From an optimization exercise on the open Yosys and OpenROAD flow, aimed at small area and a short achievable clock period; shortcuts taken in it are not production practice. Only simulation tests tie the RTL to the original design; equivalence was not proved.

==> build 38 <==
Design rfid_core, start of the top module:
module rfid_core (
    input  wire        clk,
    input  wire        reset,               
    input  wire        rx_valid,
    input  wire [7:0]  rx_data,
    input  wire [31:0] now_ms,
    input  wire        adc_dout,
    input  wire [31:0] cfg_debounce_ms,
    input  wire [31:0] cfg_sentinel_tag,
    input  wire [31:0] cfg_scale_divisor,   
    input  wire [31:0] cfg_weight_period_ms,
    input  wire [31:0] cfg_ready_timeout_ms,
    input  wire        cfg_timeout_en,
    output wire        rx_accept,
    output wire        adc_sck,
    output reg         feed_valid,
    output reg  [1:0]  feed_result,
    output reg         decoded_valid,
    output wire [31:0] decoded_tag,
    output wire [7:0]  decoded_version,
    output wire        decoded_ok,
    output reg  [2:0]  diag,
    output reg         scan_valid,
    output wire [31:0] scan_tag,
    output wire [31:0] scan_weight,
    output reg         disp_valid,
    output reg  [1:0]  disp_kind,
    output reg  [1:0]  disp_state,
    output wire [23:0] disp_raw,
    output wire [31:0] disp_grams
);
    localparam [1:0] M_BOOT = 2'd0, M_READY = 2'd1, M_ADC = 2'd2;
    localparam [1:0] P_STARTUP = 2'd0, P_TARE = 2'd1, P_REFRESH = 2'd2;
    localparam [1:0] S_IDLE = 2'd0, S_ACC = 2'd1, S_EXP = 2'd2;
    localparam [1:0] FR_INCOMPLETE = 2'd0, FR_FRAME = 2'd1,
                     FR_OVERFLOW = 2'd2, FR_MALFORMED = 2'd3;
    localparam [2:0] D_NONE = 3'd0, D_OVERFLOW = 3'd1, D_MALFORMED = 3'd2,
                     D_INVHEX = 3'd3, D_CHECKSUM = 3'd4, D_TIMEOUT = 3'd5;
    localparam [1:0] DK_READY = 2'd0, DK_STATE = 2'd1, DK_WEIGHT = 2'd2;
    localparam [7:0] START_MARKER = 8'h02, END_MARKER = 8'h03;
    localparam [31:0] WINDOW_MS = 32'd2000;
    reg [1:0]  mode;
    reg [1:0]  adc_purpose;
    reg [5:0]  adc_phase;        
    reg [23:0] adc_shift;
    reg [3:0]  cursor;
    reg        start_f;          
    reg [39:0] hexsr;            
    reg [7:0]  fold;             
    reg        ok_v, ok_t, ok_a;   
    reg [1:0]  sess_state;
    reg [31:0] session_start_time;
    reg [31:0] last_byte_time;    
    reg        cap_valid;
    reg [31:0] cap_tag;
    reg [23:0] tare_offset;
    reg [31:0] sample_grams;
    reg [31:0] last_refresh_time;  
    reg [31:0] dx;
    reg [4:0]  ed;
    reg        d_done;
    reg [24:0] wc;
  ...
export LEC_CHECK = 0
export CAP_MARGIN = 20
export CORE_MARGIN = 2
export CORE_UTILIZATION = 60
export CTS_BUF_LIST = sky130_fd_sc_hd__clkbuf_4 sky130_fd_sc_hd__clkbuf_8
export SLEW_MARGIN = 20
create_clock -name core_clock -period 200.0 [get_ports {clk}]
standard.sh (not shown) runs the stock make flow with config.mk's settings and CLKGATE_MAP_FILE= SYNTH_SCRIPT=/design/flow/synth_recipe.tcl, a recipe that flattens the netlist after the stock synthesis.
==> flow/flow/run.sh <==
#!/bin/bash
# Standard layout, with plain buf_1 cells as the port buffers, and a clock
# tree of clkbuf_4/clkbuf_8 with larger sink clusters and no dummy loads.
set -euo pipefail
export BUFFER_PORTS_ARGS="-buffer_cell sky130_fd_sc_hd__buf_1"
export CTS_ARGS="-sink_clustering_enable -repair_clock_nets -dont_use_dummy_load -sink_clustering_size 12 -sink_clustering_max_diameter 60 -buf_list {sky130_fd_sc_hd__clkbuf_4 sky130_fd_sc_hd__clkbuf_8}"
bash standard.sh > standard_flow.log 2>&1
==> build 54 (differences from build 38) <==
--- a/flow/design.v
+++ b/flow/design.v
@@ -1066,21 +1066,18 @@
     reg [31:0] cap_tag;
     reg [23:0] tare_offset;
     reg [31:0] sample_grams;
     reg [31:0] last_refresh_time;  
     reg [31:0] dx;
     reg [4:0]  ed;
     reg        d_done;
-    reg [24:0] wc;
-    wire [24:0] ws = sample_grams[24:0];   
+    reg [24:0] ws, wc;
     reg [15:0] qph, qmh;
-    wire [4:0] lz = dx[7:3];
-    wire       hi = dx[2];
-    wire       sn = dx[1];
-    wire       nz = dx[0];
+    reg [4:0]  lz;
+    reg        hi, sn, nz;
     reg [1:0]  n_mode;
     reg [1:0]  n_adc_purpose;
     reg [5:0]  n_adc_phase;
     reg [23:0] n_adc_shift;
     reg [3:0]  n_cursor;
     reg        n_start_f;
     reg [39:0] n_hexsr;
@@ -1225,20 +1222,20 @@
                         n_mode = M_READY;
                         if (adc_purpose == P_STARTUP) begin
                             n_last_refresh_time = now_ms;
                             disp_valid = 1'b1;
                             disp_kind  = DK_READY;
                         end
                     end
-                end else if (adc_phase != 6'd50) begin
-                    if (adc_phase[0] && adc_phase != 6'd49)
+                end else if (adc_phase[0]) begin
+                    if (adc_phase != 6'd49)
                         n_adc_shift = {adc_shift[22:0], adc_dout};
                     n_adc_phase = adc_phase + 6'd1;
-                    if (adc_phase >= 6'd47 && adc_purpose != P_TARE)
-                        n_sample_grams[24:0] = div_ld ? a_in : ws_o;
+                end else if (adc_phase != 6'd50) begin
+                    n_adc_phase = adc_phase + 6'd1;
                 end else begin
                     n_mode = M_READY;
                     case (adc_purpose)
                     P_STARTUP: begin
                         n_tare_offset       = adc_raw;
                         n_sample_grams      = {sd, 31'd0};
                         n_last_refresh_time = now_ms;
@@ -1400,22 +1397,25 @@
                 if ((&dx[31:8]) & d_inc) begin
                     dx[31:8] <= 24'h800000;
                     ed       <= ed + 5'd1;
                 end else begin
                     dx[31:8] <= d_neg;
                 end
             end
-        end else if (div_ld) begin
-            dx[7:0] <= {lz_in, hi_in, sn_in,
-                        (an_in != 24'd0) && (adc_purpose != P_STARTUP)};
         end
     end
     always @(posedge clk) begin
         if (div_ld) begin
+            ws <= a_in;
             wc <= q0_in ? {nd, 1'b0} : {1'b1, nd};
+            lz <= lz_in;
+            hi <= hi_in;
+            sn <= sn_in;
+            nz <= (an_in != 24'd0) && (adc_purpose != P_STARTUP);
         end else begin
+            ws <= ws_o;
             wc <= wc_o;
         end
         qph <= {qph[7:0], qp};
         qmh <= {qmh[7:0], qm};
     end
 endmodule
==> flow/flow/run.sh (replaced) <==
#!/bin/bash
# Standard layout, with plain buf_1 cells as the port buffers and no CTS
# dummy loads.
set -euo pipefail
export BUFFER_PORTS_ARGS="-buffer_cell sky130_fd_sc_hd__buf_1"
export CTS_ARGS="-sink_clustering_enable -repair_clock_nets -dont_use_dummy_load -buf_list sky130_fd_sc_hd__clkbuf_4"
bash standard.sh > standard_flow.log 2>&1
Settings changed: CTS_BUF_LIST sky130_fd_sc_hd__clkbuf_4 sky130_fd_sc_hd__clkbuf_8 to sky130_fd_sc_hd__clkbuf_4.
==> notes <==
Between build 38 and build 54, the lower critical path depth is in build 38 (gap 4).
Build 38 finished clean. Build 54 passed the timing, DRC and antenna checks.
In build 38 the global-route usage is higher than in build 54, by 1.2 points.
Of build 54 and build 38, build 54 has the higher die area (gap about 1.4%, measured against build 38).
Of build 38 and build 54, build 38 has the higher worst setup slack (gap 1.2 ns).
Of build 54 and build 38, build 54 has the higher count of clock-buffer cells in the layout (gap 65).
In build 54 the synthesized cell count is larger than in build 38, by about 0.9%.
Against build 54, the final area of build 38 is lower by 2.1%.
==> figures <==
| item | build 54 | build 38 |
|---|---|---|
| Fraction of layout instances using a drive strength above 1 | 7.19% | 5.95% |
| Core area | 54000 µm² | 53600 µm² |
| Met3 Wirelength | 8.51 mm | 9.58 mm |
| Total of plain and repair buffers excluding clock buffers | 445 | 443 |
| Clock buffer count | 107 | 42 |
| Met2 wirelength from detailed routing | 46.2 mm | 47.9 mm |
| DIE AREA | 56700 µm² | 55900 µm² |
| Met2 usage in global routing | 55.4% | 59.1% |
| Number of flip-flops and latches in the synthesized netlist | 405 | 372 |
| Vias after detailed routing | 29200 | 29000 |
| Number of CTS-inserted buffers | 107 | 42 |
| Status | timing/DRC/antenna clean | timing/DRC/antenna clean |
| Sequential area share after synthesis | 31.4% | 29.5% |
| Final cell utilization of the core | 65.8% | 64.9% |

==> re-timing with driven ports <==
Ports are ideal in the flow. The routed layouts listed here were re-timed in OpenROAD. Step 1 sets driving cells, clkbuf_16 on the clock port and buf_2 on the other inputs (assumed; they add their load-dependent delay and slew). Step 2 adds t to the input delays and takes it off the output delays; t is the mean of the earliest and latest rising clock arrival at the registers after step 1. Input paths then give back, and output paths get back, about the clock's delay inside the block. Three values: ideal, step 1, step 2; two values: the first two.
run	t (ns)	setup slack, ns	latest minus earliest clock arrival (ns)	slew at the worst register clock pin (ns)
build 38	0.681	114.247 / 114.216 / 114.216	0.077 / 0.076	0.09 / 0.09
build 54	0.867	113.041 / 112.991 / 112.991	0.108 / 0.108	0.07 / 0.07
After both steps setup and hold are still met in every run listed. The setup slack of build 54, which loses most, moves by -0.050 ns with the drivers and by -0.050 ns with both steps.
